This is an optimization exercise on Yosys and OpenROAD, whose aim is small area, a short achievable clock period and few clock cycles per item, not a production implementation. At most, simulation tests tie the RTL to the original design; equivalence was not proved. The RTL of runs 7 to 10 was laid out without a check of its function. Power figures rest on the tool's default switching activity, not on a simulated workload.

File: config.mk
export PLATFORM = sky130hd
export DESIGN_NAME = gf_engine
export DESIGN_NICKNAME = gf_engine
export VERILOG_FILES = /design/flow/design.v
export SDC_FILE = /design/flow/constraint.sdc
export NUM_CORES = 4
export LEC_CHECK = 0
export CAP_MARGIN = 20
export CORE_MARGIN = 2
export CORE_UTILIZATION = 40
export PLACE_DENSITY = 0.6
export SLEW_MARGIN = 20
File: constraint.sdc
create_clock -name core_clock -period 5.0 [get_ports {clk}]
set_input_delay 1.0000 -clock core_clock [delete_from_list [all_inputs] [get_ports {clk}]]
set_output_delay 1.0000 -clock core_clock [all_outputs]
set_load 0.01 [all_outputs]
File: design.v
module gf_engine (
    input  wire        clk,
    input  wire        rst,         
    input  wire        fa_we,
    input  wire [12:0] fa_wdata,
    input  wire        fb_we,
    input  wire [12:0] fb_wdata,
    output wire [12:0] fa,
    output wire [12:0] fb,
    output wire [12:0] fr,
    input  wire        cmd_valid,
    input  wire [31:0] cmd_word,
    output wire [7:0]  status
);
    reg [12:0] fa_r;
    reg [12:0] fb_r;
    reg [12:0] fr_r;
    reg        done_r;          
    reg        err_r;           
    assign fa     = fa_r;
    assign fb     = fb_r;
    assign fr     = fr_r;
    assign status = {3'b000, err_r, err_r, 1'b0, done_r, 1'b0};
    function [12:0] xtime;
        input [12:0] a;
        begin
            xtime = {a[11:0], 1'b0} ^ {8'd0, a[12], a[12], 1'b0, a[12], a[12]};
        end
    endfunction
    function [12:0] gf_mul;
        input [12:0] a;
        input [12:0] b;
        reg   [12:0] col;
        reg   [12:0] acc;
        integer i;
        begin
            col = b;
            acc = 13'd0;
            for (i = 0; i < 13; i = i + 1) begin
                acc = acc ^ (col & {13{a[i]}});
                col = xtime(col);
            end
            gf_mul = acc;
        end
    endfunction
    function [12:0] gf_sq;
        input [12:0] a;
        reg   [12:0] col;
        reg   [12:0] acc;
        integer i;
        begin
            col = 13'd1;
            acc = 13'd0;
            for (i = 0; i < 25; i = i + 1) begin
                if (i % 2 == 0)
                    acc = acc ^ (col & {13{a[i/2]}});
                col = xtime(col);
            end
            gf_sq = acc;
        end
    endfunction
    wire [12:0] fa4  = gf_sq(gf_sq(fa_r));
    wire [12:0] opa  = cmd_word[0] ? fa_r : fa4;
    wire [12:0] prod = gf_mul(opa, fb_r);
    wire cmd_hi0     = (cmd_word[31:2] == 30'd0);
    wire is_gfmul    = cmd_hi0 && (cmd_word[1:0] == 2'b01);
    wire is_gfsq2mul = cmd_hi0 && (cmd_word[1:0] == 2'b10);
    wire legal       = is_gfmul | is_gfsq2mul;
    always @(posedge clk) begin
        if (rst) begin
            fa_r   <= 13'd0;
            fb_r   <= 13'd0;
            fr_r   <= 13'd0;
            done_r <= 1'b0;
            err_r  <= 1'b0;
        end else begin
            if (fa_we) fa_r <= fa_wdata;
            if (fb_we) fb_r <= fb_wdata;
            if (cmd_valid) begin
                done_r <= legal;
                err_r  <= !legal;
                if (legal) fr_r <= prod;
            end
        end
    end
endmodule
File: run.sh
#!/bin/bash
# synth_recipe.tcl (not shown) runs the flow's synth.tcl, then flattens the netlist and writes it again
# the make line also repeats each setting of config.mk as NAME=value (left out here)
make -C /OpenROAD-flow-scripts/flow DESIGN_CONFIG=/design/flow/config.mk WORK_HOME=/design/flow/orfs CLKGATE_MAP_FILE= SYNTH_SCRIPT=/design/flow/synth_recipe.tcl finish
==> notes.md, run 1 <==
Initial DRC Count between 300 and 400; grt total ovfl 0; Max Slew Vio Count 0; total CTS buffers 5; first-pass GRT wire length roughly 26,000 um; wire per inst 18.9 um; Hold-fix buffers, CTS 0; Final Cell Area about 6500 um^2; final hold vios 0; Die Ht around 120 um; crit-path max FO 15; Peak supply drop about 120 uV; GR peak layer met2; port bufs ~100; GR Util All Layers 25.1%; #FFs+latches synth between 40 and 50; setup TNS 0 ps; Setup Skew roughly 11 ps; most frequent cells in the layout 106 x nor2_1, 104 x clkdlybuf4s50_1, 97 x xnor2_1; grt met1 use around 32%; syn_area_per_cell about 8.4 um^2; placed inst area approximately 6300 um^2; synth unique cells 46; Internal roughly 0.0012 W; Worst-path clk slew about 70 ps; # fillers about 1,200; sequential area share after synthesis about 16%; combinational share of power 59.7%; R2R Setup Slk between 1500 and 2000 ps; # IOs 110; reg2reg end fr_r[4]; vias per cell between 5 and 6; DR DRC count 0; Max Cap Viol 0; CP arrival a little over 4000 ps; met3 usage under 10%; synthesis-to-layout area growth 26.2%; RSZ-0062 raised after global routing false; antenna violations before repair 0; vias in the first global route 4,654; DP HPWL ~12,000 um; minimum clock period roughly 3900 ps; status finished clean; Hold Path Stages 2; via count about 4,500; Clock Power Share approximately 21%; prevailing post-synth register cell dfxtp_1; Hold EP fr_r[11]; Power Density between 200 and 300 nW/um^2; core occupancy in the finished layout 51.3%; antenna violation net count after detailed routing 0; Final Setup Violations 0; share of cells above drive strength 1 under 10%; Sw Share a little over a third; met2 Use GR between 40% and 50%; slew of the pin with the lowest slew margin 871 ps; n_diodes 0; drt first pass iters 4; fin crit share between 70 and 80%; Slew HR between 40% and 50%; Worst Path Required ~5200 ps; CP Launch Type input pin; post-CTS resize count 0; most common cell after layout, fill and taps aside nor2_1; Syn Std Cell Area 5110 um^2; Warnings, synthesis 1; Hold/Removal Path Class register to register; latest clock arrival within the worst-skew pair around 300 ps; H-tree depth 2; die area 13,700 um^2; Worst setup EP type register; Routability Congestion between 0.9 and 1; HP Start fr_r[11]; pin count of the biggest net entering global routing 41; Die Width 117 um; reg2reg start fa_r[10]; Root Buffer clkbuf_16; EDFF count, synth 0; asr flop ratio synth 0%; CTS tree built; maximum clock rate 257 MHz; FP Rows between 40 and 50; power share of the sequential group just under 20%; clock buffer depth 2; clk sink count between 40 and 50; Leak around 2.6 nW; cells after synthesis just over 600; starting density of the core just over 40%; Std-Cell Core Area approximately 13,000 um^2; reg2reg path depth 9; Crit Path Category input pin to register; Setup Buffers After CTS 0; WL final 16,300 um; layout net count between 700 and 800; P_sw roughly 0.00070 W
-- final cells by class --
type / instances / area, um^2 / area share, %
multi-input combinational: 513 / 4030 / 62.5
clock buffer: 7 / 143 / 2.21
sequential: 41 / 821 / 12.7
inverter: 7 / 26.3 / 0.407
clock inverter: 1 / 30.0 / 0.465
timing repair buffer: 123 / 1180 / 18.3
tap: 172 / 215 / 3.34
-- per-stage QoR --
stage                     instances  worst slack [ps]  hold slack (ps)  total power [W]
after floorplan                 615              1700              452          0.00124
after global placement          856               874              462          0.00152
after detailed placement        856               751              459          0.00152
after CTS                       864              1060              477          0.00193
after global routing            864               854              513          0.00203
final                           864              1100              475          0.00192
-- Yosys cell counts (4+ instances only) --
cell,number,area (um^2)
nor2_1,106,398
xnor2_1,97,850
nand2_1,70,263
dfxtp_1,41,821
xnor3_1,38,856
xor2_1,38,333
mux2i_1,35,350
a21oi_1,26,130
clkbuf_1,25,93.8
o21ai_0,13,65.1
buf_2,12,60.1
o211ai_1,9,67.6
xor3_1,9,214
buf_4,8,60.1
nor4_1,8,50.1
buf_1,7,26.3
inv_1,7,26.3
nand2b_1,7,43.8
o21a_1,7,52.6
nor3_1,5,25.0
a211oi_1,4,30.0
o21ai_1,4,20.0
-- power groups by stage --
stage | sequential (W) | combinational [W] | clock, W
final | 0.000378 | 0.00114 | 0.000396
after global routing | 0.000381 | 0.00123 | 0.000414
after CTS | 0.000377 | 0.00115 | 0.000409
after detailed placement | 0.000385 | 0.00114 | 0
after global placement | 0.000384 | 0.00114 | 0
after floorplan | 0.000363 | 0.000877 | 0
-- logic make-up after synthesis --
kind of cell           after synthesis  synth area share (%)
AND/OR/NAND/NOR                    210                  17.0
XOR/XNOR                           184                  44.9
AO/OA/AOI/OAI                       78                  9.48
buffers and inverters               61                  5.41
flip-flops                          41                  16.1
multiplexers                        36                  7.08
other                                1                0.0734
-- routing by layer --
metal  up-vias  wire length, um
li1       2155                -
met2       168             7840
met5         -                0
met3        24             1250
met4         0              360
met1      2131             6860
-- worst max-delay path: stages --
cell and delay, ps:
clkdlybuf4s50_1 780, inv_1 160, nand3_1 140, and2_1 550, nor2_1 150, xor3_1 400, xnor3_1 340, xor3_1 360
mux2i_1 140, nor2_1 50
-- sequential cells by signal (all words and copies together), names as in the netlist --
name and flops:
fb_r 13, fr_r 13, err_r 1, done_r 1, fa_r 13
-- worst max path at each step --
stage	endpoint	startpoint	slack, ps	cells after the start
final	fr_r[4]	cmd_word[0]	1100	10
after global routing	fr_r[12]	cmd_word[0]	850	10
after CTS	fr_r[4]	cmd_word[0]	1060	10
after detailed placement	fr_r[4]	cmd_word[0]	750	10
after global placement	fr_r[4]	cmd_word[0]	870	10
after floorplan	fr_r[1]	cmd_word[0]	1700	9
Testbench counts, summed over its fixed seeds: cycles 4,800, ops 2,400.
==> run 2: changes to the inputs <==
--- a/config.mk
+++ b/config.mk
@@ -5,6 +5,7 @@
 export SDC_FILE = /design/flow/constraint.sdc
 export NUM_CORES = 4
 export LEC_CHECK = 0
+export ABC_AREA = 1
 export CAP_MARGIN = 20
 export CORE_MARGIN = 2
 export CORE_UTILIZATION = 40
==> run 2 against run 1 <==
  * Highest routed layer unchanged
  * Sequential power is essentially flat
  * Register-to-register slack improved by 390 ps
  * Still clean on timing, DRC and antenna
  * Clock power fell by 1%
  * Critical path depth rose by 11
  * Largest cell class unchanged
  * Combinational power rose by 9%
  * Utilization shrank 2.7 points
  * Fmax rose by 2.2%
==> notes.md, run 2 <==
Leak ~4.1 nW; crit-path max FO 19; vias in the first global route about 6,500; Power Density ~260 nW/um^2; biggest regs fa_r x13, fb_r x13, fr_r x13; Pwr Total 0.00202 W; latest clock arrival within the worst-skew pair 310 ps; layout net count 1,360; H-tree depth 2; reg2reg path depth 21; vias per cell roughly 4.9; starting density of the core just over 40%; critical path depth in cells 21; RSZ-0062 raised after global routing false; Crit Path Category input pin to register; most common cell in the synthesized netlist nand2_1; share of the synthesized area in the top cell type between 20% and 30%; kind of cell adding the most delay to the critical path buffers and inverters; Setup Skew between 10 and 15 ps; CP arrival 4020 ps; core occupancy in the finished layout about half; Die Ht 132 um; # IOs 110; # fillers 1,778; via count around 7,400; total CTS buffers 5; Warnings, synthesis 1; Peak supply drop approximately 140 uV; antenna violations before repair 0; worst-path cell chain clkdlybuf4s50_1 > buf_4 > clkinv_1 > nand3_1 > nand2_2 > inv_1 > nand2_1 > inv_1 > nand2_1 > nand2_1 > nand2_1 > nand2_1 > nand3_1 > nand2_1 > inv_1 > nand2_1 > nand2_1 > nand2_1 > nand3_1 > nand2_1 > inv_1; GR peak layer met2; reg2reg end fr_r[4]; post-CTS resize count 0; slew of the pin with the lowest slew margin 809 ps; Hold-fix buffers, CTS 0; DP HPWL around 16,000 um; Worst setup EP type register; CP dominant cell by count nand2_1; most frequent cells in the layout 481 x nand2_1, 152 x inv_1, 140 x nand3_1; R2R Setup Slk 1920 ps; Die Width 132 um; clk sink count 41; sequential standard cell area 821 um^2; prevailing post-synth register cell dfxtp_1; asr flop ratio synth 0%; Final Setup Violations 0; Syn Std Cell Area ~6500 um^2; met3 usage under 10%; grt total ovfl 0; synth unique cells 40; Hold/Removal Path Class register to register; antenna violation net count after detailed routing 0; WL final about 21,000 um; Std-Cell Core Area ~16,000 um^2; Hold Path Stages 2; synth cell count leaders 481 x nand2_1, 152 x inv_1, 140 x nand3_1; clock buffer depth 2; reg2reg start fa_r[10]; CTS tree built; cells after synthesis ~1,200; first-pass GRT wire length 33,500 um; Worst-path clk slew roughly 70 ps; maximum clock rate approximately 260 MHz; Max Cap Viol 0; Routability Congestion approximately 0.9; die area between 15,000 and 20,000 um^2; met2 Use GR a little under two fifths; Hold EP done_r; most common cell after layout, fill and taps aside nand2_1; n_diodes 0; area of the multi-input gates 4750 um^2; wire per inst 13.7 um; FP Rows 46; crit path max-delay cell type clkinv_1; port bufs 104; synthesis-to-layout area growth 18.4%; Worst Path Required between 5000 and 6000 ps; Max Slew Vio Count 0; Initial DRC Count around 480; pin count of the biggest net entering global routing 31; worst path buffer plus inverter count 7; grt met1 use approximately a third; EDFF count, synth 0; share of cells above drive strength 1 6.78%; final hold vios 0; Root Buffer clkbuf_16; Setup Buffers After CTS 0; HP Start done_r; Slew HR a little under half; #FFs+latches synth roughly 40; status finished clean; sequential area share after synthesis approximately 13%; Final Cell Area ~7700 um^2; GR Util All Layers a little under a quarter; Synth area leaders nand2_1 28%, dfxtp_1 13%, nand3_1 11%; Yosys top cell by area nand2_1; setup TNS 0 ps; fin crit share around three quarters; placed inst area 7560 um^2; slowest stage delay, CP around 530 ps; minimum clock period about 3800 ps; syn_area_per_cell 5.32 um^2; drt first pass iters 7; DR DRC count 0; CP Launch Type input pin
## run 2: worst max-delay path by stage
stage,from,endpoint,slack [ps]
finish,cmd_word[0],fr_r[8],1190
global route,cmd_word[0],fr_r[8],830
CTS,cmd_word[0],fr_r[7],1220
detailed placement,cmd_word[0],fr_r[7],910
global placement,cmd_word[0],fr_r[5],900
floorplan,cmd_word[0],fr_r[1],2280
## run 2: metrics by stage
stage / setup slack (ps) / std cells / hold WS (ps)
6_report: 1190 / 1513 / 496
2_1_floorplan: 2280 / 1229 / 458
3_5_place_dp: 912 / 1506 / 488
3_3_place_gp: 903 / 1506 / 466
5_1_grt: 827 / 1513 / 527
4_1_cts: 1220 / 1513 / 504
## run 2: metal layers
layer,up-vias,part of all wire [%]
met4,0,1.5
met3,20,5.3
met1,3229,50
met2,198,44
met5,-,0
li1,3924,-
## run 2: final cells by class
type                    instances  share of cell area [%]
repair buffers                109                    14.0
clock buffers                   5                    1.62
inverters                     168                    8.26
well taps                     216                    3.50
clock inverters                 2                   0.454
flip-flops and latches         41                    10.6
multi-input cells             972                    61.6
## run 2: cells by family after synthesis
group	after synthesis	synth area share, %
AO/OA/AOI/OAI	74	5.72
flip-flops	41	12.6
other	1	0.0575
AND/OR/NAND/NOR	818	55.6
XOR/XNOR	75	11.1
buffers and inverters	216	14.9
## run 2: worst register-to-register path, delay by kind of cell, from the launching register on
kind | cells | cell delay [ps]
and+or+nand+nor | 17 | 1890
buffers and inverters | 4 | 380
DFF | 1 | 710
## run 2: where the power goes
group	leakage (nW)	internal, W	switching (W)
clock network	0.0797	0.000233	0.000158
registers	0.337	0.000342	0.0000393
logic	3.65	0.000442	0.000803
==> run 3: changes to the inputs <==
--- a/config.mk
+++ b/config.mk
@@ -5,9 +5,9 @@
 export SDC_FILE = /design/flow/constraint.sdc
 export NUM_CORES = 4
 export LEC_CHECK = 0
-export ABC_AREA = 1
 export CAP_MARGIN = 20
 export CORE_MARGIN = 2
 export CORE_UTILIZATION = 40
 export PLACE_DENSITY = 0.6
+export SETUP_SLACK_MARGIN = 1.5
 export SLEW_MARGIN = 20
==> run 3 against run 2 <==
  * Still clean
  * Clock power grew 2%
  * Critical path depth shrank 12
  * Total power shrank 4.2%
  * Sequential power is essentially flat
  * Critical endpoint is now fr_r[4]
  * Largest cell class unchanged
==> notes.md, run 3 <==
Initial DRC Count around 260; layout net count between 700 and 800; latest clock arrival within the worst-skew pair between 300 and 400 ps; setup TNS 0 ps; clock buffer depth 2; first-pass GRT wire length around 26,000 um; RSZ-0062 raised after global routing true; Crit Path Category register to register; die area between 10,000 and 15,000 um^2; WL final roughly 16,000 um; Placed Cells about 860; FP Rows 41; largest family of logic cells by synthesized area XOR/XNOR gates; final setup margin roughly 1600 ps; DR DRC count 0; synthesis-to-layout area growth 27.0%; Warnings, synthesis 1; # IOs 110; Final Setup Violations 0; asr flop ratio synth 0%; Root Buffer clkbuf_16; prevailing post-synth register cell dfxtp_1; mux share of post-synthesis cell area 7.08%; status finished clean; wire per inst around 19 um; Routability Congestion 0.936; CTS tree built; drt first pass iters 5; clk sink count between 40 and 50; H-tree depth 2; Leak roughly 2.6 nW; Hold/Removal Path Class register to register; CP Launch Type register; total CTS buffers 5; Setup Skew approximately 12 ps; reg2reg path depth 9; EDFF count, synth 0; fin crit share 68.3%; Peak supply drop between 100 and 150 uV; CP arrival around 3600 ps; synth cell count leaders 106 x nor2_1, 97 x xnor2_1, 70 x nand2_1; cells after synthesis 611; post-synthesis simple-gate area fraction between 10% and 20%; Worst-path clk slew roughly 70 ps; syn_area_per_cell about 8.4 um^2; most common cell in the synthesized netlist nor2_1; final hold vios 0; most common cell after layout, fill and taps aside nor2_1; XOR/XNOR share of the synthesized area between 40 and 50%; share of the synthesized area in the top cell type around 17%; antenna violation net count after detailed routing 0; placed inst area 6280 um^2; Hold-fix buffers, CTS 0; antenna violations before repair 0; biggest regs fa_r x13, fb_r x13, fr_r x13; Std-Cell Core Area approximately 13,000 um^2; via count 4,550; Synth area leaders xnor3_1 17%, xnor2_1 17%, dfxtp_1 16%; vias per cell 5.27; Setup WS pre-CTS between 700 and 800 ps; starting density of the core 40.7%; Post-Layout Cell Count approximately 860; maximum clock rate ~290 MHz; synth unique cells 46; Final Cell Area 6490 um^2; crit-path max FO 13; most frequent cells in the layout 106 x nor2_1, 103 x clkdlybuf4s50_1, 93 x xnor2_1; Synth Area in Compound Gates 9.48%; Die Width around 120 um; share of cells above drive strength 1 under 10%; Die Ht roughly 120 um; Hold Path Stages 2; n_diodes 0; Max Cap Viol 0; Worst setup EP type register; slew of the pin with the lowest slew margin roughly 890 ps; vias in the first global route between 4,000 and 5,000; Slew HR between 40% and 50%; sequential area share after synthesis between 10% and 20%; Max Slew Vio Count 0; worst hold margin between 400 and 500 ps; port bufs approximately 100; grt total ovfl 0; minimum clock period 3420 ps; Power Density slightly below 300 nW/um^2; Syn Std Cell Area between 5000 and 6000 um^2; DP HPWL 12,200 um; pin count of the biggest net entering global routing about 40; #FFs+latches synth between 40 and 50; Yosys top cell by area xnor3_1; adder and majority gate portion of the synthesized area 0%; Worst Path Required 5190 ps; GR Util All Layers about a quarter
## run 3: cell types whose count changed in the layout (fill, tap and decap cells not counted), moves of 13 or more
cell | previous run | this run
nand3_1 | 140 | 3
xnor3_1 | 0 | 38
o21ai_0 | 35 | 13
nor2_1 | 93 | 106
nand3b_1 | 14 | 0
buf_4 | 5 | 19
mux2i_1 | 0 | 35
nand2_2 | 25 | 0
xnor2_1 | 27 | 93
nand4_1 | 15 | 1
inv_1 | 152 | 7
nand2_1 | 481 | 70
## run 3: final timing paths
check	startpoint	slack, ps	endpoint
setup / recovery	fa_r[5]	1580	fr_r[4]
hold reg to reg	fr_r[11]	480	fr_r[11]
setup reg to reg	fa_r[5]	1580	fr_r[4]
hold / removal	fr_r[11]	480	fr_r[11]
## run 3: kinds of logic after synthesis
logic type,Yosys count
other cells,1
buf+inv,61
simple gates,210
flops,41
compound gates,78
xor+xnor,184
mux,36
## run 3: report_power, final
| group | internal [W] | switching [W] |
|---|---|---|
| registers | 0.000340 | 0.0000385 |
| clock network | 0.000250 | 0.000148 |
| logic | 0.000634 | 0.000521 |
| total | 0.00122 | 0.000707 |
## run 3: metal layers
layer,routed length (um),vias to the layer above,track usage (%)
li1,-,2157,-
met1,6940,2161,32.1
met2,7740,204,42.1
met3,1370,28,5.20
met4,369,0,9.18
met5,0,-,0
## run 3: repair_timing
item,CTS,global route
endpoints found under the setup margin,13,12
setup buffers,0,0
hold endpoints to repair,0,0
resized for setup,2,9
## run 3: worst max-delay path: stages, from the launching register on
cell and delay [ps]:
dfxtp_1 470, xor3_2 520, xnor3_1 400, or3_4 450, a21oi_2 190, xnor3_1 320
xnor3_1 370, xor3_1 390, mux2i_1 140, nor2_1 50
## run 3: layout make-up
| type | instances | area [um^2] |
|---|---|---|
| fillers | 1220 | 6080 |
| clock inverters | 1 | 30.0 |
| multi-input cells | 513 | 4080 |
| well taps | 172 | 215 |
| repair buffers | 123 | 1180 |
| clock buffers | 7 | 143 |
| inverters | 7 | 26.3 |
| flip-flops and latches | 41 | 821 |
## run 3: through the flow
stage / util [%] / total power (W)
floorplan: - / 0.00124
global placement: 50.0 / 0.00152
detailed placement: 50.0 / 0.00152
CTS: 51.3 / 0.00193
global route: 51.6 / 0.00203
finish: 51.6 / 0.00193
==> run 4: changes to the inputs <==
--- a/config.mk
+++ b/config.mk
@@ -9,5 +9,5 @@
 export CORE_MARGIN = 2
 export CORE_UTILIZATION = 40
 export PLACE_DENSITY = 0.6
-export SETUP_SLACK_MARGIN = 1.5
+export SETUP_SLACK_MARGIN = 2.0
 export SLEW_MARGIN = 20
==> run 4 against run 3 <==
  * Register-to-register slack improved by 470 ps
  * Clock power down 4%
  * Critical path depth up 3
  * Via count up 5.6%
  * Utilization grew 6.7 points
  * Final cell count rose by 4.1%
  * Die area stayed put
  * Worst hold slack got worse by 1.1 ps
  * Clock skew down 6.7 ps
  * First-iteration DRC count is 21% higher
  * Largest cell class unchanged
  * Highest routed layer unchanged
==> notes.md, run 4 <==
clock buffer depth 2; setup TNS 0 ps; n_diodes 0; Die Width 117 um; share of cells above drive strength 1 between 20% and 30%; layout net count 789; WL final about 18,000 um; vias in the first global route 4,820; worst path buffer plus inverter count 4; synth unique cells 46; CP arrival between 3000 and 4000 ps; Std-Cell Core Area between 10,000 and 15,000 um^2; H-tree depth 2; first-pass GRT wire length 27,100 um; routed wl met3 roughly 1100 um; Hold-fix buffers, CTS 0; most frequent cells in the layout 103 x nor2_1, 103 x clkdlybuf4s50_1, 73 x xnor2_1; Power Density between 200 and 300 nW/um^2; share of the synthesized area in the top cell type between 10% and 20%; most common cell in the synthesized netlist nor2_1; # IOs 110; met2 WL ~8000 um; CTS tree built; status finished clean; maximum clock rate between 300 and 400 MHz; EDFF count, synth 0; Initial DRC Count 312; slowest stage delay, CP 390 ps; latest clock arrival within the worst-skew pair roughly 300 ps; #FFs+latches synth 41; final setup margin between 2000 and 2500 ps; # fillers between 1,000 and 1,500; Worst setup EP type register; port bufs ~100; Leak 2.99 nW; reg2reg end fr_r[7]; asr flop ratio synth 0%; Hold/Removal Path Class register to register; crit-path max FO 11; Worst Path Required between 5000 and 6000 ps; Post-Layout Cell Count 899; Placed Cells 852; Crit Path Category input pin to register; prevailing post-synth register cell dfxtp_1; Syn Std Cell Area a little over 5000 um^2; antenna violation net count after detailed routing 0; biggest regs fa_r x13, fb_r x13, fr_r x13; Peak supply drop between 150 and 200 uV; Warnings, synthesis 1; minimum clock period approximately 3000 ps; DR DRC count 0; syn_area_per_cell ~8.4 um^2; starting density of the core between 40% and 50%; pin count of the biggest net entering global routing 22; Synth area leaders xnor3_1 17%, xnor2_1 17%, dfxtp_1 16%; FP Rows 41; GR Util All Layers 26.6%; via count between 4,000 and 5,000; drt first pass iters 5; vias per cell 5.34; grt total ovfl 0; clk sink count a little over 40; cells after synthesis roughly 610; Root Buffer clkbuf_16; Routability Congestion ~0.94; reg2reg path depth 12; synth cell count leaders 106 x nor2_1, 97 x xnor2_1, 70 x nand2_1; Yosys top cell by area xnor3_1; RSZ-0062 raised after global routing true; Final Setup Violations 0; Setup WS pre-CTS 830 ps; Worst-path clk slew approximately 60 ps; fin crit share about three fifths; slew of the pin with the lowest slew margin ~860 ps; crit path max-delay cell type xnor3_1; antenna violations before repair 0; reg2reg start fa_r[8]; M1 WL ~7600 um; final hold vios 0; synthesis-to-layout area growth 43.4%; Die Ht 117 um; Slew HR a little over two fifths; Max Slew Vio Count 0; worst-path cell chain buf_4 > buf_12 > or2_2 > mux2i_2 > xnor2_1 > buf_6 > buf_4 > nor2_1 > xnor3_1 > xnor3_1 > mux2i_1 > nor2_1; Setup Skew 5.39 ps; wire per inst between 15 and 20 um; total CTS buffers 5; HP Start fr_r[11]; die area approximately 14,000 um^2; kind of cell adding the most delay to the critical path XOR/XNOR gates; Hold Path Stages 2; worst hold margin between 400 and 500 ps; DP HPWL 12,300 um; R2R Setup Slk ~2100 ps; top layer reached by signal wires met4; sequential area share after synthesis between 15 and 20%; Hold EP fr_r[11]; Max Cap Viol 0; CP Launch Type input pin
## run 4: routing by layer
layer,global-route usage [%],vias to the layer above
li1,-,2240
met1,35.1,2331
met2,43.3,197
met3,4.63,37
met4,11.1,0
met5,0,-
## run 4: power by group
part	internal, W	total [W]	switching [W]
clock	0.000237	0.000382	0.000145
sequential	0.000339	0.000381	0.0000418
combinational	0.000767	0.00136	0.000595
## run 4: per-stage QoR
step	util [%]	area (um^2)	total power, W
after global routing	58.3	7330	0.00223
after CTS	54.8	6890	0.00201
after detailed placement	49.8	6260	0.00153
after floorplan	-	5160	0.00124
final	58.3	7330	0.00212
after global placement	49.8	6260	0.00152
## run 4: layout make-up
cell class                 count  area (um^2)  area share [%]
clock inverter                 2         38.8           0.529
sequential                    41          870            11.9
multi-input combinational    513         4450            60.8
timing repair buffer         158         1590            21.7
inverter                       7         28.8           0.393
clock buffer                   6          129            1.76
tap                          172          215            2.94
## run 4: how the worst max path moves through the flow
stage	endpoint	cells after the start	from	slack, ps
5_1_grt	fr_r[9]	11	fa_r[10]	1950
3_3_place_gp	fr_r[4]	11	cmd_word[0]	960
2_1_floorplan	fr_r[8]	11	cmd_word[0]	2010
3_5_place_dp	fr_r[3]	11	cmd_word[0]	830
4_1_cts	fr_r[4]	8	fb_r[8]	1980
6_report	fr_r[7]	12	cmd_word[0]	2020
## run 4: cells by family (layout without fill, tap and decap cells)
logic type	after synthesis	in the layout	synth area share, %
multiplexers	36	36	7.08
flip-flops	41	41	16.1
other	1	5	0.0734
AND/OR/NAND/NOR	210	210	17.0
XOR/XNOR	184	184	44.9
buffers and inverters	61	173	5.41
AO/OA/AOI/OAI	78	78	9.48
## run 4: worst min-delay path, delay by kind of cell, from the launching register on
kind	cells	cell delay [ps]
and+or+nand+nor	1	70
DFF	1	310
AOI/OAI and AO/OA	1	50
## run 4: timing repair
action / in CTS / in global routing
gates resized for setup: 63 / 59
endpoints found under the setup margin: 13 / 13
pin swaps: 15 / 32
buffers inserted: 20 / 17
cloned: 2 / 0
==> run 5: changes to the inputs <==
--- a/config.mk
+++ b/config.mk
@@ -9,5 +9,5 @@
 export CORE_MARGIN = 2
 export CORE_UTILIZATION = 40
 export PLACE_DENSITY = 0.6
-export SETUP_SLACK_MARGIN = 2.0
+export SETUP_SLACK_MARGIN = 2.5
 export SLEW_MARGIN = 20
==> run 5 against run 4 <==
  * Final area increased by 8.9%
  * Fmax increased by 1.6%
  * Die area did not move
  * First-iteration DRC count rose by 29%
  * Sequential power is essentially flat
  * Combinational power rose by 9%
  * Critical endpoint is now fr_r[4]
  * Highest routed layer unchanged
==> notes.md, run 5 <==
Worst-path clk slew around 70 ps; clock buffer depth 2; maximum clock rate ~340 MHz; vias per cell around 5.3; starting density of the core between 40% and 50%; wire per inst approximately 20 um; Final Setup Violations 0; crit-path max FO 5; CTS tree built; Power Density ~290 nW/um^2; asr flop ratio synth 0%; syn_area_per_cell around 8.4 um^2; cells after synthesis 611; Yosys top cell by area xnor3_1; Std-Cell Core Area ~13,000 um^2; synth cell count leaders 106 x nor2_1, 97 x xnor2_1, 70 x nand2_1; Max Cap Viol 0; minimum clock period between 2000 and 3000 ps; antenna violations before repair 0; Crit Path Category register to register; GR Util All Layers between 20% and 30%; Peak supply drop 165 uV; die area 13,700 um^2; most common cell in the synthesized netlist nor2_1; Syn Std Cell Area between 5000 and 6000 um^2; EDFF count, synth 0; FP Rows 41; port bufs ~100; Slew HR 36.4%; setup TNS 0 ps; RSZ-0062 raised after global routing true; fin crit share between 50% and 60%; synth unique cells between 40 and 50; CP arrival 3090 ps; prevailing post-synth register cell dfxtp_1; layout net count between 800 and 900; Leak approximately 3.3 nW; Worst Path Required 5160 ps; vias in the first global route around 4,900; via count 5,067; total CTS buffers 5; Setup WS pre-CTS roughly 900 ps; Final Cell Area about 8000 um^2; Hold/Removal Path Class register to register; n_diodes 0; share of cells above drive strength 1 between 20% and 30%; clk sink count 41; latest clock arrival within the worst-skew pair ~310 ps; status finished clean; Synth area leaders xnor3_1 17%, xnor2_1 17%, dfxtp_1 16%; Initial DRC Count ~400; Setup Skew ~11 ps; share of the synthesized area in the top cell type ~17%; Max Slew Vio Count 0; # IOs 110; drt first pass iters 7; slew of the pin with the lowest slew margin about 950 ps; first-pass GRT wire length roughly 28,000 um; antenna violation net count after detailed routing 0; #FFs+latches synth 41; CP Launch Type register; DR DRC count 0; grt total ovfl 0; core occupancy in the finished layout ~63%; # fillers between 1,000 and 1,500; Warnings, synthesis 1; biggest regs fa_r x13, fb_r x13, fr_r x13; Worst setup EP type register; Hold-fix buffers, CTS 0; placed inst area approximately 6400 um^2; synthesis-to-layout area growth 56.1%; worst hold margin approximately 480 ps; DP HPWL about 12,000 um; most frequent cells in the layout 102 x clkdlybuf4s50_1, 98 x nor2_1, 77 x buf_4; sequential area share after synthesis approximately 16%; pin count of the biggest net entering global routing 27; Die Ht about 120 um; Die Width roughly 120 um; most common cell after layout, fill and taps aside clkdlybuf4s50_1; final setup margin approximately 2100 ps; Root Buffer clkbuf_16; WL final 19,100 um; final hold vios 0; Routability Congestion slightly above 0.9; H-tree depth 2
-- run 5: cell types whose count changed in the layout (fill, tap and decap cells not counted), sizes merged --
cell | before | now
bufinv | 1 | 2
buf | 55 | 104
clkdlybuf4s50 | 103 | 102
dlygate4sd2 | 0 | 1
-- run 5: final cells by class --
class                      instances  area [um^2]  area share [%]
multi-input combinational        513         4660            58.4
timing repair buffer             208         2000            25.1
sequential                        41          880            11.0
tap                              172          215            2.70
clock buffer                       5          125            1.57
clock inverter                     3         65.1           0.815
inverter                           7         33.8           0.423
-- run 5: path summary, 6_finish.rpt --
kind,slack (ps),cells after the start,from,end
worst max-delay path,2070,11,fa_r[8],fr_r[4]
worst min-delay path,480,1,fr_r[8],fr_r[8]
worst max register to register,2070,11,fa_r[8],fr_r[4]
worst min register to register,480,1,fr_r[8],fr_r[8]
-- run 5: kinds of logic (layout without fill, tap and decap cells) --
family	count (synthesis)	after routing	share of synthesized area, %
xor+xnor	184	184	44.9
simple gates	210	210	17.0
flops	41	41	16.1
compound gates	78	78	9.48
buf+inv	61	223	5.41
other cells	1	5	0.0734
mux	36	36	7.08
-- run 5: power breakdown --
group          internal, W  total [W]  switching [W]  leakage (nW)
Combinational     0.000835    0.00148       0.000646          2.88
Clock             0.000286   0.000438       0.000153        0.0938
Sequential        0.000338   0.000382      0.0000439         0.347
Total              0.00146    0.00230       0.000843          3.33
-- run 5: layer usage --
metal  global-route usage (%)  up-vias  routed length [um]
li1                         -     2336                   -
met1                     35.6     2416                7510
met2                     46.2      271                9160
met3                     5.82       44                1810
met4                     9.80        0                 663
met5                        0        -                   0
-- run 5: worst max-delay path, cell delays in order, from the launching register on --
cell	delay, ps
dfxtp_4	340
xnor3_2	460
buf_6	150
xor2_4	170
or3_4	410
buf_12	160
a21oi_2	120
xnor3_1	280
xnor3_1	260
xor3_1	240
mux2i_1	150
nor2_1	60
-- run 5: what timing repair did --
action / CTS / global route
pin swaps: 40 / 32
resized for setup: 124 / 50
cloned: 1 / 1
buffers inserted: 57 / 28
setup endpoints to repair: 29 / 21
-- run 5: stage by stage --
stage,total power (W),std cells
6_report,0.00230,949
5_1_grt,0.00240,949
4_1_cts,0.00219,920
3_5_place_dp,0.00154,854
3_3_place_gp,0.00153,854
2_1_floorplan,0.00127,615
==> run 6: changes to the inputs <==
==> flow/run.sh (new file) <==
#!/bin/bash
# Own layout flow: the standard flow (standard.sh), with two changes to
# how the layout is made:
#  * the port buffers that the standard flow inserts on every input and
#    output are sky130_fd_sc_hd__buf_1 instead of the default choice
#    (the resizer may still upsize them where timing needs it);
#  * the 3-input XOR/XNOR cells are added to the platform's don't-use list,
#    so that synthesis builds the XOR trees from faster 2-input cells.
# Everything else (synthesis script, floorplan, power grid, tap cells,
# placement, CTS, routing) is the standard flow unchanged.
set -euo pipefail
cd "$(dirname "$0")/.."

PLATFORM_DONT_USE="sky130_fd_sc_hd__probe_p_8 sky130_fd_sc_hd__probec_p_8 \
sky130_fd_sc_hd__lpflow_bleeder_1 sky130_fd_sc_hd__lpflow_clkbufkapwr_1 \
sky130_fd_sc_hd__lpflow_clkbufkapwr_16 sky130_fd_sc_hd__lpflow_clkbufkapwr_2 \
sky130_fd_sc_hd__lpflow_clkbufkapwr_4 sky130_fd_sc_hd__lpflow_clkbufkapwr_8 \
sky130_fd_sc_hd__lpflow_clkinvkapwr_1 sky130_fd_sc_hd__lpflow_clkinvkapwr_16 \
sky130_fd_sc_hd__lpflow_clkinvkapwr_2 sky130_fd_sc_hd__lpflow_clkinvkapwr_4 \
sky130_fd_sc_hd__lpflow_clkinvkapwr_8 sky130_fd_sc_hd__lpflow_decapkapwr_12 \
sky130_fd_sc_hd__lpflow_decapkapwr_3 sky130_fd_sc_hd__lpflow_decapkapwr_4 \
sky130_fd_sc_hd__lpflow_decapkapwr_6 sky130_fd_sc_hd__lpflow_decapkapwr_8 \
sky130_fd_sc_hd__lpflow_inputiso0n_1 sky130_fd_sc_hd__lpflow_inputiso0p_1 \
sky130_fd_sc_hd__lpflow_inputiso1n_1 sky130_fd_sc_hd__lpflow_inputiso1p_1 \
sky130_fd_sc_hd__lpflow_inputisolatch_1 sky130_fd_sc_hd__lpflow_isobufsrc_1 \
sky130_fd_sc_hd__lpflow_isobufsrc_16 sky130_fd_sc_hd__lpflow_isobufsrc_2 \
sky130_fd_sc_hd__lpflow_isobufsrc_4 sky130_fd_sc_hd__lpflow_isobufsrc_8 \
sky130_fd_sc_hd__lpflow_isobufsrckapwr_16 \
sky130_fd_sc_hd__lpflow_lsbuf_lh_hl_isowell_tap_1 \
sky130_fd_sc_hd__lpflow_lsbuf_lh_hl_isowell_tap_2 \
sky130_fd_sc_hd__lpflow_lsbuf_lh_hl_isowell_tap_4 \
sky130_fd_sc_hd__lpflow_lsbuf_lh_isowell_4 \
sky130_fd_sc_hd__lpflow_lsbuf_lh_isowell_tap_1 \
sky130_fd_sc_hd__lpflow_lsbuf_lh_isowell_tap_2 \
sky130_fd_sc_hd__lpflow_lsbuf_lh_isowell_tap_4"
EXTRA_DONT_USE="sky130_fd_sc_hd__xor3_1 sky130_fd_sc_hd__xor3_2 sky130_fd_sc_hd__xor3_4 \
sky130_fd_sc_hd__xnor3_1 sky130_fd_sc_hd__xnor3_2 sky130_fd_sc_hd__xnor3_4"

bash standard.sh finish \
    "DONT_USE_CELLS=$PLATFORM_DONT_USE $EXTRA_DONT_USE" \
    "BUFFER_PORTS_ARGS=-buffer_cell sky130_fd_sc_hd__buf_1" \
    > flow_make.log 2>&1
==> standard.sh (new file) <==
#!/bin/bash
# synth_recipe.tcl (not shown) runs the flow's synth.tcl, then flattens the netlist and writes it again
# the make line also repeats each setting of config.mk as NAME=value (left out here)
make -C /OpenROAD-flow-scripts/flow DESIGN_CONFIG=/design/flow/config.mk WORK_HOME=/design/flow/orfs CLKGATE_MAP_FILE= SYNTH_SCRIPT=/design/flow/synth_recipe.tcl "${@:-finish}"
--- a/config.mk
+++ b/config.mk
@@ -9,5 +9,5 @@
 export CORE_MARGIN = 2
 export CORE_UTILIZATION = 40
 export PLACE_DENSITY = 0.6
-export SETUP_SLACK_MARGIN = 2.5
+export SETUP_SLACK_MARGIN = 2.0
 export SLEW_MARGIN = 20
removed: run.sh
==> run 6 against run 5 <==
  * Sequential share of layout area up 3.1 points
  * Critical path depth down 1
  * Final area decreased by 26%
  * Non-clock buffer count down 81
  * Routed wire length decreased by 22%
  * Utilization down 14 points
  * Fmax about the same
  * Final cell count down 5.8%
==> notes.md, run 6 <==
status finished clean; CP dominant cell by count xnor2_1; DR DRC count 0; pin count of the biggest net entering global routing 41; drt first pass iters 7; Hold Path Stages 1; first-pass GRT wire length about 23,000 um; reg2reg end fr_r[2]; Yosys top cell by area xnor2_1; Worst-path clk slew approximately 60 ps; Slew HR approximately two fifths; RSZ-0062 raised after global routing true; most common cell after layout, fill and taps aside xnor2_1; starting density of the core 41.0%; reg2reg path depth 10; # IOs 110; WL final roughly 15,000 um; slowest stage delay, CP between 500 and 600 ps; share of the synthesized area in the top cell type 30.9%; Internal 0.00105 W; synth cell count leaders 174 x xnor2_1, 123 x nand2_1, 76 x nor2_1; DP HPWL roughly 11,000 um; fin crit share 58.6%; Std-Cell Core Area about 12,000 um^2; worst-path cell chain buf_16 > inv_4 > mux2_2 > and2_1 > xnor2_1 > xnor2_1 > xnor2_1 > xnor2_1 > xnor2_1 > a211oi_1; CTS tree built; Final Cell Area 5910 um^2; Post-Layout Cell Count between 800 and 900; antenna violation net count after detailed routing 0; P_sw between 0.0007 and 0.0008 W; maximum clock rate approximately 340 MHz; n_diodes 0; Placed Cells 871; Peak supply drop approximately 150 uV; # fillers 1,205; port bufs 104; #FFs+latches synth about 40; CP arrival 3130 ps; synth unique cells 47; FP Rows 40; reg2reg start fa_r[9]; most common cell in the synthesized netlist xnor2_1; placed inst area 5340 um^2; syn_area_per_cell approximately 7.5 um^2; Routability Congestion 0.921; Sw Share a little over two fifths; crit-path max FO 15; antenna violations before repair 0; synthesis-to-layout area growth 19.8%; Initial DRC Count between 300 and 400; R2R Setup Slk 2130 ps; Setup Skew about 8 ps; Max Slew Vio Count 0; share of cells above drive strength 1 11.9%; via count ~4,700; Worst Path Required about 5200 ps; Syn Std Cell Area 4930 um^2; Synth area leaders xnor2_1 31%, dfxtp_1 17%, nand2_1 9.4%; minimum clock period around 2900 ps; total CTS buffers 5; GR Util All Layers 22.5%; clk sink count 41; asr flop ratio synth 0%; final hold vios 0; most frequent cells in the layout 165 x xnor2_1, 121 x nand2_1, 102 x buf_1; vias per cell between 5 and 6; Hold/Removal Path Class register to register; Power Density 310 nW/um^2; power share of the sequential group 21.1%; combinational share of power 60.5%; latest clock arrival within the worst-skew pair ~300 ps; prevailing post-synth register cell dfxtp_1; Worst setup EP type register; Warnings, synthesis 1; cells after synthesis approximately 660; wire per inst 16.8 um; area of the multi-input gates 4080 um^2; H-tree depth 2; Root Buffer clkbuf_16; crit path max-delay cell type mux2_2; Final Setup Violations 0; Max Cap Viol 0; CP Launch Type input pin; die area around 13,000 um^2; Clock Power Share a little under a fifth; sequential standard cell area between 800 and 900 um^2; Hold EP err_r; layout net count 810; Leak approximately 2 nW; EDFF count, synth 0; biggest regs fa_r x13, fb_r x13, fr_r x13; Crit Path Category input pin to register; clock buffer depth 2; Die Ht 115 um; HP Start err_r; Die Width around 120 um; sequential area share after synthesis between 15 and 20%; worst hold margin 482 ps; grt total ovfl 0; slew of the pin with the lowest slew margin 911 ps; setup TNS 0 ps; vias in the first global route 4,270
run 6: kinds of logic (layout without fill, tap and decap cells):
kind of cell	after synthesis	count (layout)	synth area share, %
other	1	5	0.0761
xor gates and xnor gates	226	228	41.6
buffers and inverters	63	143	6.12
AOI/OAI and AO/OA	45	45	5.92
and+or+nand+nor	241	241	20.5
muxes	44	44	9.14
DFF	41	41	16.7
run 6: area by class of cell:
class,instances,share of cell area [%]
clock buffer,7,2.42
inverter,9,0.614
multi-input combinational,563,69.0
sequential,41,14.1
tap,147,3.11
timing repair buffer,127,10.7
run 6: metal layers:
layer	up-vias	share of wire [%]	GRT usage (%)	routed length (um)
li1	2257	-	-	-
met1	2181	43	30.3	6500
met2	221	47	37.4	7000
met3	23	8.1	3.37	1220
met4	0	2.0	6.35	302
met5	-	0	0	0
run 6: repair_timing:
| action | CTS | global route |
|---|---|---|
| endpoints found under the setup margin | 13 | 13 |
| hold buffers | 0 | 0 |
| resized for setup | 25 | 25 |
| pin swaps | 4 | 11 |
| cloned | 1 | 2 |
| buffers inserted | 7 | 6 |
run 6: through the flow:
stage / utilization [%] / power [W] / setup slack (ps)
global route: 49.2 / 0.00194 / 1950
detailed placement: 44.4 / 0.00140 / 935
floorplan: - / 0.00119 / 1940
global placement: 44.4 / 0.00139 / 1080
CTS: 47.4 / 0.00178 / 2010
finish: 49.2 / 0.00183 / 2070
run 6: power groups by stage:
stage,combinational [W],clock (W),sequential (W)
floorplan,0.000829,0,0.000365
global placement,0.00100,0,0.000388
detailed placement,0.00101,0,0.000388
CTS,0.00106,0.000341,0.000383
global route,0.00119,0.000357,0.000390
finish,0.00111,0.000336,0.000387
run 6: critical path: cells and delay by family:
family          cells  cell delay [ps]
simple gates        1              230
mux                 1              520
compound gates      1              230
buf+inv             2              230
xor+xnor            5              920
run 6: worst max-delay path by stage:
stage | startpoint | end | slack (ps) | depth (start not counted)
floorplan | cmd_word[0] | fr_r[6] | 1940 | 12
global placement | cmd_word[0] | fr_r[3] | 1080 | 12
detailed placement | cmd_word[0] | fr_r[1] | 930 | 12
CTS | fa_r[12] | fr_r[10] | 2010 | 12
global route | cmd_word[0] | fr_r[1] | 1950 | 12
finish | cmd_word[0] | fr_r[2] | 2070 | 10
==> run 7: changes to the inputs <==
--- a/design.v
+++ b/design.v
@@ -60,7 +60,7 @@
         end
     endfunction
     wire [12:0] fa4  = gf_sq(gf_sq(fa_r));
-    wire [12:0] opa  = cmd_word[0] ? fa_r : fa4;
+    wire [12:0] opa  = ({13{cmd_word[0]}} & fa_r) | ({13{cmd_word[1]}} & fa4);
     wire [12:0] prod = gf_mul(opa, fb_r);
     wire cmd_hi0     = (cmd_word[31:2] == 30'd0);
     wire is_gfmul    = cmd_hi0 && (cmd_word[1:0] == 2'b01);
==> run 7 against run 6 <==
  * Area after synthesis shrank 5.1%
  * Sequential cell count is the same
  * Final area shrank 6.6%
  * Critical path depth grew 1
  * Die area shrank 4.9%
  * Sequential share of layout area grew 0.79 points
  * Clock skew grew 2.1 ps
  * Via count shrank 8.6%
  * First-iteration DRC count shrank 0.64%
==> notes.md, run 7 <==
# fillers between 1,000 and 1,500; vias per cell 5.06; prevailing post-synth register cell dfxtp_1; Hold/Removal Path Class register to register; starting density of the core 41.0%; reg2reg end fr_r[1]; clk sink count just over 40; status finished clean; sequential area share after synthesis roughly 18%; Std-Cell Core Area about 11,000 um^2; vias in the first global route 3,992; CP arrival approximately 3100 ps; Post-Layout Cell Count about 850; layout net count between 700 and 800; Power Density around 320 nW/um^2; share of the synthesized area in the top cell type around a third; Synth area leaders xnor2_1 31%, dfxtp_1 18%, nor2_1 9.1%; reg2reg start fb_r[10]; most common cell after layout, fill and taps aside xnor2_1; fin crit share about 60%; DP HPWL 9750 um; die area 12,600 um^2; Slew HR between 40% and 50%; Warnings, synthesis 1; Leak between 1.5 and 2 nW; DR DRC count 0; Worst-path clk slew around 60 ps; final setup margin 2060 ps; wire per inst ~16 um; Crit Path Category input pin to register; Syn Std Cell Area roughly 4700 um^2; CP Launch Type input pin; Die Ht 112 um; syn_area_per_cell about 7.5 um^2; maximum clock rate approximately 340 MHz; WL final roughly 13,000 um; H-tree depth 2; Hold Path Stages 1; Worst Path Required 5180 ps; synthesis-to-layout area growth 17.9%; EDFF count, synth 0; antenna violation net count after detailed routing 0; Max Slew Vio Count 0; Final Cell Area 5520 um^2; Worst setup EP type register; crit-path max FO 22; total CTS buffers 5; final hold vios 0; grt total ovfl 0; minimum clock period between 2000 and 3000 ps; Setup WS pre-CTS between 1000 and 1500 ps; drt first pass iters 4; reg2reg path depth 9; share of cells above drive strength 1 about 8.3%; #FFs+latches synth a little over 40; via count ~4,300; Die Width between 100 and 150 um; most frequent cells in the layout 158 x xnor2_1, 114 x nor2_1, 103 x buf_1; Setup Skew 10.4 ps; Hold EP fr_r[0]; Max Cap Viol 0; Placed Cells 832; slew of the pin with the lowest slew margin a little under 900 ps; n_diodes 0; Routability Congestion around 0.93; clock buffer depth 2; Root Buffer clkbuf_16; latest clock arrival within the worst-skew pair slightly below 300 ps; synth unique cells 42; Final Setup Violations 0; RSZ-0062 raised after global routing true; setup TNS 0 ps; HP Start fr_r[0]; FP Rows 39; CTS tree built; R2R Setup Slk around 2100 ps; core occupancy in the finished layout between 40% and 50%; antenna violations before repair 0; Peak supply drop 146 uV; first-pass GRT wire length 20,900 um; placed inst area 5080 um^2; biggest regs fa_r x13, fb_r x13, fr_r x13; synth cell count leaders 168 x xnor2_1, 114 x nor2_1, 72 x nand2_1; Initial DRC Count just over 300; cells after synthesis ~620; port bufs 104; most common cell in the synthesized netlist xnor2_1; # IOs between 100 and 150; GR Util All Layers about a fifth; asr flop ratio synth 0%; pin count of the biggest net entering global routing 30; Yosys top cell by area xnor2_1
run 7: changes by cell type after synthesis, sizes merged, moves of 6 or more:
cell,before,now
o21ai,24,7
nor2,77,115
xnor2,180,172
a22o,2,17
nand2,124,72
a22oi,1,7
mux2i,39,29
run 7: worst max path at each step:
stage	startpoint	cells after the start	slack [ps]	to
4_1_cts	fb_r[10]	9	1960	fr_r[1]
5_1_grt	cmd_word[0]	11	1920	fr_r[1]
3_5_place_dp	cmd_word[0]	10	1240	fr_r[1]
3_3_place_gp	cmd_word[0]	8	1170	fr_r[1]
6_report	cmd_word[0]	11	2060	fr_r[1]
2_1_floorplan	cmd_word[0]	9	2090	fr_r[1]
run 7: cell families (layout without fill, tap and decap cells):
logic type	Yosys count	count (layout)	share of synthesized area, %
and+or+nand+nor	225	225	19.8
xor gates and xnor gates	220	220	41.8
buffers and inverters	57	132	5.91
AOI/OAI and AO/OA	50	50	8.34
DFF	41	41	17.5
muxes	30	30	6.45
other	1	5	0.0802
run 7: per-stage QoR:
stage / hold WS (ps) / total power [W]
after floorplan: 452 / 0.00115
after global placement: 454 / 0.00132
after detailed placement: 467 / 0.00134
after CTS: 482 / 0.00173
after global routing: 491 / 0.00189
final: 476 / 0.00179
run 7: metal layers:
layer	wire [um]	GRT usage, %
met5	0	0
met4	130	3.90
met3	790	2.59
met2	6140	34.1
met1	6080	28.3
run 7: area by class of cell:
class	count	area (um^2)	area share (%)
Multi-Input combinational cell	530	3760	68.2
Sequential cell	41	823	14.9
Timing Repair Buffer	120	564	10.2
Tap cell	143	179	3.24
Clock buffer	7	143	2.59
Clock inverter	1	30.0	0.544
Inverter	4	15.0	0.272
run 7: worst max-delay path: stages:
cell and delay, ps:
clkbuf_4 240, and2_1 240, or2_2 280, o211ai_1 100, xnor2_1 110, xnor2_1 210, nand3_1 130, a21o_1 190
a21o_1 190, a21o_1 180, a32o_1 250
run 7: repair_timing:
action | in CTS | in global routing
gates cloned | 0 | 0
resized for setup | 14 | 17
pin swaps | 1 | 5
setup buffers | 0 | 6
setup endpoints to repair | 13 | 13
hold buffers | 0 | 0
run 7: report_power, final:
| group | switching (W) | total [W] | internal (W) |
|---|---|---|---|
| clock network | 0.000136 | 0.000385 | 0.000250 |
| logic | 0.000553 | 0.00103 | 0.000473 |
| registers | 0.0000350 | 0.000375 | 0.000340 |
==> run 8: changes to the inputs <==
--- a/config.mk
+++ b/config.mk
@@ -9,5 +9,5 @@
 export CORE_MARGIN = 2
 export CORE_UTILIZATION = 40
 export PLACE_DENSITY = 0.6
-export SETUP_SLACK_MARGIN = 2.0
+export SETUP_SLACK_MARGIN = 2.4
 export SLEW_MARGIN = 20
==> run 8 against run 7 <==
  * Fmax increased by 4.5%
  * Sequential cell count unchanged
  * Synthesized cell count unchanged
  * Area after synthesis did not move
  * Worst setup slack gained 130 ps
  * Combinational power rose by 19%
==> notes.md, run 8 <==
die area approximately 13,000 um^2; Yosys top cell by area xnor2_1; crit-path max FO 6; vias in the first global route about 4,600; latest clock arrival within the worst-skew pair ~300 ps; drt first pass iters 6; Setup WS pre-CTS about 1400 ps; total CTS buffers 5; cells after synthesis around 620; Worst setup EP type register; status finished clean; asr flop ratio synth 0%; #FFs+latches synth 41; vias per cell 5.42; grt total ovfl 0; CP startpoint cmd_word[1]; CP dominant cell by count xnor2_1; reg2reg end fr_r[0]; R2R Setup Slk around 2200 ps; # fillers between 1,000 and 1,500; antenna violations before repair 0; Max Slew Vio Count 0; most common cell after layout, fill and taps aside xnor2_1; Worst-path clk slew ~60 ps; CTS tree built; WL final about 16,000 um; H-tree depth 2; share of the synthesized area in the top cell type 31.5%; Setup Skew ~11 ps; Pwr Total 0.00201 W; minimum clock period between 2000 and 3000 ps; most frequent cells in the layout 134 x xnor2_1, 105 x nor2_1, 102 x buf_1; Routability Congestion a little over 0.9; biggest regs fa_r x13, fb_r x13, fr_r x13; Hold/Removal Path Class register to register; Slew HR 38.1%; maximum clock rate approximately 360 MHz; reg2reg path depth 12; crit path max-delay cell type xnor2_1; Warnings, synthesis 1; Hold-fix buffers, CTS 0; starting density of the core between 40% and 50%; Die Width ~110 um; GR Util All Layers between 20% and 30%; Worst Path Required 5180 ps; slew of the pin with the lowest slew margin 925 ps; reg2reg start fa_r[5]; Hold Path Stages 1; Max Cap Viol 0; worst-path cell chain buf_8 > buf_8 > clkinvlp_4 > o21ai_4 > buf_12 > nand2_1 > xnor2_2 > xnor2_1 > xnor2_1 > xnor2_1 > xnor2_1 > a22o_1; synthesis-to-layout area growth 35.7%; DP HPWL ~10000 um; Peak supply drop around 130 uV; core occupancy in the finished layout 55.6%; Leak between 2 and 2.5 nW; clock buffer depth 2; EDFF count, synth 0; Initial DRC Count ~450; wire per inst 18.3 um; Setup crit end fr_r[0]; n_diodes 0; sequential area share after synthesis 17.5%; Synth area leaders xnor2_1 31%, dfxtp_1 18%, nor2_1 9.1%; prevailing post-synth register cell dfxtp_1; port bufs 104; Syn Std Cell Area roughly 4700 um^2; # IOs 110; synth cell count leaders 168 x xnor2_1, 114 x nor2_1, 72 x nand2_1; slowest stage delay, CP 280 ps; most common cell in the synthesized netlist xnor2_1; via count 4,744; antenna violation net count after detailed routing 0; CP Launch Type input pin; Std-Cell Core Area between 10,000 and 15,000 um^2; first-pass GRT wire length between 20,000 and 25,000 um; syn_area_per_cell between 7 and 8 um^2; Die Ht around 110 um; setup TNS 0 ps; fin crit share a little under three fifths; final hold vios 0; CP arrival ~3000 ps; RSZ-0062 raised after global routing true; share of cells above drive strength 1 approximately a fifth; Power Density 317 nW/um^2; pin count of the biggest net entering global routing 30; DR DRC count 0; Root Buffer clkbuf_16; worst hold margin 476 ps; clk sink count between 40 and 50; layout net count ~790; FP Rows 39; Final Setup Violations 0; synth unique cells 42; Crit Path Category input pin to register; final setup margin 2190 ps
==> run 8: cell counts after synthesis <==
No cell type changed its count.
==> run 8: cell type report <==
cell class	count	area, um^2	share of cell area (%)
clock buffer	7	143	2.25
clock inverter	1	30.0	0.473
timing repair buffer	148	927	14.6
sequential	41	842	13.3
tap	143	179	2.82
inverter	4	18.8	0.296
multi-input combinational	531	4210	66.3
==> run 8: how the worst min path moves through the flow <==
stage	from	end	slack [ps]
2_1_floorplan	err_r	err_r	450
3_3_place_gp	err_r	err_r	460
3_5_place_dp	fr_r[1]	fr_r[1]	460
4_1_cts	fr_r[12]	fr_r[12]	480
5_1_grt	fr_r[4]	fr_r[4]	500
6_report	fr_r[9]	fr_r[9]	480
==> run 8: metal layers <==
| metal | vias up | wire (um) | global-route usage (%) |
|---|---|---|---|
| li1 | 2184 | - | - |
| met1 | 2178 | 6250 | 29.2 |
| met2 | 308 | 7330 | 38.3 |
| met3 | 74 | 1600 | 3.94 |
| met4 | 0 | 806 | 10.2 |
| met5 | - | 0 | 0 |
==> run 8: stage by stage <==
stage	cells	cell area, um^2
after detailed placement	830	5100
final	875	6350
after CTS	867	5940
after floorplan	628	4750
after global placement	830	5090
after global routing	875	6350
==> run 8: what timing repair did <==
action	4_1_cts	5_1_grt
gates cloned	4	1
gates resized for setup	73	54
pin swaps	41	35
setup endpoints to repair	13	13
setup buffers	25	7
==> run 8: critical path, delay by kind of cell <==
kind	cells	cell delay, ps
simple gates	1	120
buf+inv	4	520
compound gates	2	440
xor+xnor	5	910
==> run 8: logic make-up after synthesis <==
family                    synth area share [%]
and+or+nand+nor                           19.8
xor gates and xnor gates                  41.8
buffers and inverters                     5.91
AOI/OAI and AO/OA                         8.34
DFF                                       17.5
muxes                                     6.45
other                                   0.0802
==> run 8: power breakdown <==
| group | internal [W] | switching [W] | total [W] |
|---|---|---|---|
| clock | 0.000250 | 0.000146 | 0.000396 |
| combinational | 0.000590 | 0.000638 | 0.00123 |
| sequential | 0.000341 | 0.0000487 | 0.000390 |
| total | 0.00118 | 0.000832 | 0.00201 |
==> run 9: changes to the inputs <==
--- a/config.mk
+++ b/config.mk
@@ -8,6 +8,7 @@
 export CAP_MARGIN = 20
 export CORE_MARGIN = 2
 export CORE_UTILIZATION = 40
+export CTS_BUF_LIST = sky130_fd_sc_hd__clkbuf_8
 export PLACE_DENSITY = 0.6
-export SETUP_SLACK_MARGIN = 2.4
+export SETUP_SLACK_MARGIN = 2.0
 export SLEW_MARGIN = 20
==> run 9 against run 8 <==
  * Register-to-register slack got worse by 130 ps
  * Global-route usage decreased by 2.7 points
  * Final cell count decreased by 3.3%
  * Worst setup slack got worse by 120 ps
  * Sequential cell count unchanged
  * Worst hold slack improved by 6.1 ps
  * Total power decreased by 16%
  * Synthesized cell count unchanged
  * Critical endpoint is now fr_r[1]
==> notes.md, run 9 <==
share of the synthesized area in the top cell type 31.5%; synthesis-to-layout area growth 16.5%; reg2reg end fr_r[1]; most common cell in the synthesized netlist xnor2_1; port bufs around 100; vias in the first global route ~4,000; Die Width 112 um; Peak supply drop 119 uV; CTS tree built; Hold/Removal Path Class register to register; clk sink count 41; Leak about 1.9 nW; grt total ovfl 0; vias per cell between 5 and 6; antenna violations before repair 0; GR Util All Layers ~20%; maximum clock rate between 300 and 400 MHz; share of cells above drive strength 1 8.25%; Power Density between 300 and 400 nW/um^2; reg2reg path depth 9; first-pass GRT wire length ~21,000 um; Die Ht roughly 110 um; Max Cap Viol 0; Hold EP fr_r[8]; latest clock arrival within the worst-skew pair approximately 310 ps; worst hold margin about 480 ps; setup TNS 0 ps; WL final between 10,000 and 15,000 um; crit-path max FO 22; final hold vios 0; Pwr Total ~0.0017 W; Routability Congestion between 0.9 and 1; status finished clean; slew of the pin with the lowest slew margin 893 ps; Slew HR 40.4%; antenna violation net count after detailed routing 0; asr flop ratio synth 0%; Max Slew Vio Count 0; # IOs 110; wire per inst 15.4 um; DP HPWL about 10000 um; Warnings, synthesis 1; DR DRC count 0; Synth area leaders xnor2_1 31%, dfxtp_1 18%, nor2_1 9.1%; Yosys top cell by area xnor2_1; Root Buffer clkbuf_8; prevailing post-synth register cell dfxtp_1; cells after synthesis between 600 and 700; sequential area share after synthesis ~18%; syn_area_per_cell 7.50 um^2; Worst Path Required approximately 5200 ps; synth cell count leaders 168 x xnor2_1, 114 x nor2_1, 72 x nand2_1; most common cell after layout, fill and taps aside xnor2_1; #FFs+latches synth 41; Std-Cell Core Area 11,400 um^2; FP Rows 39; biggest regs fa_r x13, fb_r x13, fr_r x13; Post-Layout Cell Count about 850; via count 4,303; Placed Cells 832; clock buffer depth 2; Hold Path Stages 1; reg2reg start fb_r[10]; RSZ-0062 raised after global routing true; most frequent cells in the layout 158 x xnor2_1, 114 x nor2_1, 103 x buf_1; die area roughly 13,000 um^2; Initial DRC Count about 340; EDFF count, synth 0; pin count of the biggest net entering global routing 30; Final Setup Violations 0; starting density of the core around 41%; R2R Setup Slk 2100 ps; CP arrival between 3000 and 4000 ps; Setup Skew approximately 14 ps; Hold-fix buffers, CTS 0; total CTS buffers 5; drt first pass iters 5; Worst-path clk slew roughly 80 ps; H-tree depth 2; n_diodes 0; minimum clock period a little under 3000 ps; layout net count approximately 770; fin crit share between 50% and 60%; Crit Path Category input pin to register; synth unique cells 42; CP Launch Type input pin; HP Start fr_r[8]; Worst setup EP type register; Syn Std Cell Area about 4700 um^2
[run 9: cell counts after synthesis]
Identical to the previous run, type by type.
[run 9: kinds of logic (layout without fill, tap and decap cells)]
family	Yosys count	after routing	share of synthesized area [%]
compound gates	50	50	8.34
xor+xnor	220	220	41.8
simple gates	225	225	19.8
mux	30	30	6.45
buf+inv	57	132	5.91
flops	41	41	17.5
other cells	1	5	0.0802
[run 9: worst max path at each step]
stage	end	cells after the start	startpoint
after CTS	fr_r[1]	11	cmd_word[0]
final	fr_r[1]	11	cmd_word[0]
after global routing	fr_r[1]	10	fa_r[4]
after detailed placement	fr_r[1]	10	cmd_word[0]
after floorplan	fr_r[1]	9	cmd_word[0]
after global placement	fr_r[1]	8	cmd_word[0]
[run 9: what timing repair did]
item	in CTS	in global routing
gates resized for setup	12	17
setup buffers	0	6
pin swaps	0	4
endpoints found under the setup margin	13	13
[run 9: routing by layer]
layer,vias up,track usage (%),share of wire (%)
li1,2124,-,-
met1,1987,28.4,46
met2,177,33.9,46
met3,15,2.59,7.1
met4,0,3.66,0.93
met5,-,0,0
[run 9: metrics by stage]
step | setup WS, ps | utilization [%] | area [um^2]
2_1_floorplan | 2090 | - | 4690
3_3_place_gp | 1170 | 44.4 | 5070
3_5_place_dp | 1240 | 44.5 | 5080
4_1_cts | 1880 | 46.1 | 5260
5_1_grt | 1930 | 47.7 | 5450
6_report | 2070 | 47.7 | 5450
[run 9: worst max-delay path, stage by stage]
cell and delay (ps):
clkbuf_4 240, and2_1 240, or2_2 280, o211ai_1 100
xnor2_1 160, xnor2_1 120, a21o_1 180, a21o_1 190
a21o_1 190, a21o_1 180, a32o_1 250
[run 9: area by class of cell]
cell class / instances / area (um^2)
fill: 1134 / 5970
multi-input combinational: 530 / 3750
sequential: 41 / 823
timing repair buffer: 120 / 564
tap: 143 / 179
clock buffer: 6 / 82.6
clock inverter: 2 / 33.8
inverter: 4 / 15.0
[run 9: power by group]
group          leakage (nW)  switching [W]  total [W]  internal, W
logic                  1.49       0.000549    0.00102     0.000472
registers             0.337      0.0000346   0.000374     0.000339
clock network        0.0626       0.000128   0.000289     0.000161
total                  1.89       0.000711    0.00168     0.000973
==> run 10: changes to the inputs <==
--- a/config.mk
+++ b/config.mk
@@ -10,5 +10,5 @@
 export CORE_UTILIZATION = 40
 export CTS_BUF_LIST = sky130_fd_sc_hd__clkbuf_8
 export PLACE_DENSITY = 0.6
-export SETUP_SLACK_MARGIN = 2.0
+export SETUP_SLACK_MARGIN = 1.8
 export SLEW_MARGIN = 20
==> run 10 against run 9 <==
  * Clock power is essentially flat
  * Fmax fell by 6.6%
  * Die area stayed put
  * Sequential cell count unchanged
  * Clock skew rose by 0.60 ps
  * Register-to-register slack got worse by 230 ps
  * Final cell count down 0.71%
==> notes.md, run 10 <==
worst hold margin roughly 480 ps; wire per inst about 15 um; WL final about 13,000 um; kind of cell adding the most delay to the critical path compound AO/OA/AOI/OAI gates; clk sink count 41; most frequent cells in the layout 165 x xnor2_1, 114 x nor2_1, 103 x buf_1; Max Slew Vio Count 0; crit-path max FO 22; Die Width between 100 and 150 um; Die Ht around 110 um; Setup Buffers After CTS 0; CP arrival between 3000 and 4000 ps; pin count of the biggest net entering global routing 30; synth unique cells 42; status finished clean; sequential area share after synthesis between 15 and 20%; via count between 4,000 and 5,000; fin crit share 62.8%; Syn Std Cell Area ~4700 um^2; drt first pass iters 7; grt total ovfl 0; Hold-fix buffers, CTS 0; adder and majority gate portion of the synthesized area 0%; asr flop ratio synth 0%; post-synthesis simple-gate area fraction 19.8%; Post-Layout Cell Count 840; Synth area leaders xnor2_1 31%, dfxtp_1 18%, nor2_1 9.1%; H-tree depth 2; Worst setup EP type register; DR DRC count 0; XOR/XNOR share of the synthesized area 41.8%; EDFF count, synth 0; Warnings, synthesis 1; GR Util All Layers 20.2%; area of the multi-input gates 3660 um^2; Max Cap Viol 0; minimum clock period around 3100 ps; n_diodes 0; setup TNS 0 ps; FP Rows 39; mux share of post-synthesis cell area roughly 6.4%; first-pass GRT wire length 20,700 um; final hold vios 0; Routability Congestion about 0.93; Yosys top cell by area xnor2_1; Hold/Removal Path Class register to register; Synth Area in Compound Gates under 10%; CP Launch Type input pin; biggest regs fa_r x13, fb_r x13, fr_r x13; antenna violations before repair 0; share of the synthesized area in the top cell type 31.5%; latest clock arrival within the worst-skew pair 310 ps; Worst-path clk slew about 90 ps; port bufs between 100 and 150; starting density of the core 41.0%; crit path max-delay cell type clkdlybuf4s15_2; vias in the first global route between 3,000 and 4,000; CTS tree built; worst-path cell chain clkdlybuf4s15_2 > and2_1 > or2_2 > o211ai_1 > xnor2_1 > xnor2_1 > a21o_1 > a21o_1 > a21o_1 > a21o_1 > a32o_1; die area roughly 13,000 um^2; Setup WS pre-CTS between 1000 and 1500 ps; syn_area_per_cell about 7.5 um^2; slew of the pin with the lowest slew margin around 930 ps; synthesis-to-layout area growth 12.5%; DP HPWL 9750 um; Setup Skew about 14 ps; Root Buffer clkbuf_8; #FFs+latches synth between 40 and 50; Std-Cell Core Area 11,400 um^2; # fillers approximately 1,200; cells after synthesis ~620; Placed Cells 832; # IOs 110; most common cell after layout, fill and taps aside xnor2_1; layout net count 759; clock buffer depth 2; most common cell in the synthesized netlist xnor2_1; Initial DRC Count ~320; final setup margin roughly 1900 ps; synth cell count leaders 168 x xnor2_1, 114 x nor2_1, 72 x nand2_1; maximum clock rate approximately 320 MHz; antenna violation net count after detailed routing 0; Final Setup Violations 0; total CTS buffers 5; vias per cell 5.07; worst path buffer plus inverter count 1; share of cells above drive strength 1 about 5.7%; largest family of logic cells by synthesized area XOR/XNOR gates; Power Density just over 300 nW/um^2; slowest stage delay, CP 400 ps; prevailing post-synth register cell dfxtp_1; RSZ-0062 raised after global routing true; sequential standard cell area slightly above 800 um^2; CP dominant cell by count a21o_1; Leak 1.81 nW; Peak supply drop ~120 uV; Crit Path Category input pin to register; Slew HR 37.8%; Worst Path Required 5200 ps
## run 10: power breakdown
group / total (W) / switching, W / internal, W / leakage, nW
Sequential: 0.000371 / 0.0000322 / 0.000339 / 0.336
Combinational: 0.000974 / 0.000537 / 0.000437 / 1.41
Clock: 0.000288 / 0.000127 / 0.000161 / 0.0626
## run 10: stage by stage
stage	power (W)	util, %	cell area, um^2
2_1_floorplan	0.00115	-	4690
3_3_place_gp	0.00132	44.4	5070
3_5_place_dp	0.00134	44.5	5080
4_1_cts	0.00163	45.8	5230
5_1_grt	0.00174	46.1	5260
6_report	0.00163	46.1	5260
## run 10: what timing repair did
item	in CTS	in global routing
endpoints found under the setup margin	13	13
resized for setup	6	6
cloned	0	0
## run 10: worst paths after layout
| check | depth (start not counted) | slack, ps | startpoint | endpoint |
|---|---|---|---|---|
| max reg2reg | 9 | 1870 | fb_r[8] | fr_r[9] |
| min | 1 | 480 | fr_r[0] | fr_r[0] |
| max | 11 | 1860 | cmd_word[0] | fr_r[1] |
| min reg2reg | 1 | 480 | fr_r[0] | fr_r[0] |
## run 10: layer usage
layer / GRT usage, % / share of wire (%)
met4: 3.50 / 0.84
met3: 2.59 / 6.8
met5: 0 / 0
met2: 33.6 / 46
met1: 28.5 / 47
## run 10: logic make-up after synthesis
| kind of cell | Yosys count |
|---|---|
| AOI/OAI and AO/OA | 50 |
| xor gates and xnor gates | 220 |
| buffers and inverters | 57 |
| DFF | 41 |
| muxes | 30 |
| other | 1 |
| and+or+nand+nor | 225 |
## run 10: layout make-up
cell class	instances	area share, %
multi-input combinational	530	69.5
sequential	41	15.6
timing repair buffer	114	8.99
tap	143	3.40
clock buffer	6	1.57
clock inverter	2	0.642
inverter	4	0.285
## run 10: worst reg2reg max path, delay by kind of cell (launching register included)
| kind | cells | cell delay, ps |
|---|---|---|
| compound gates | 1 | 190 |
| flops | 1 | 670 |
| simple gates | 1 | 140 |
| xor+xnor | 7 | 2020 |

Re-timed with assumed drivers on the ports (clkbuf_16 on the clock, buf_2 on other inputs), run 10 has 1.866 ns of setup slack against 1.861 ns with ideal ports, and 1.533 ns once port delays also move by the mid clock arrival of 0.333 ns.
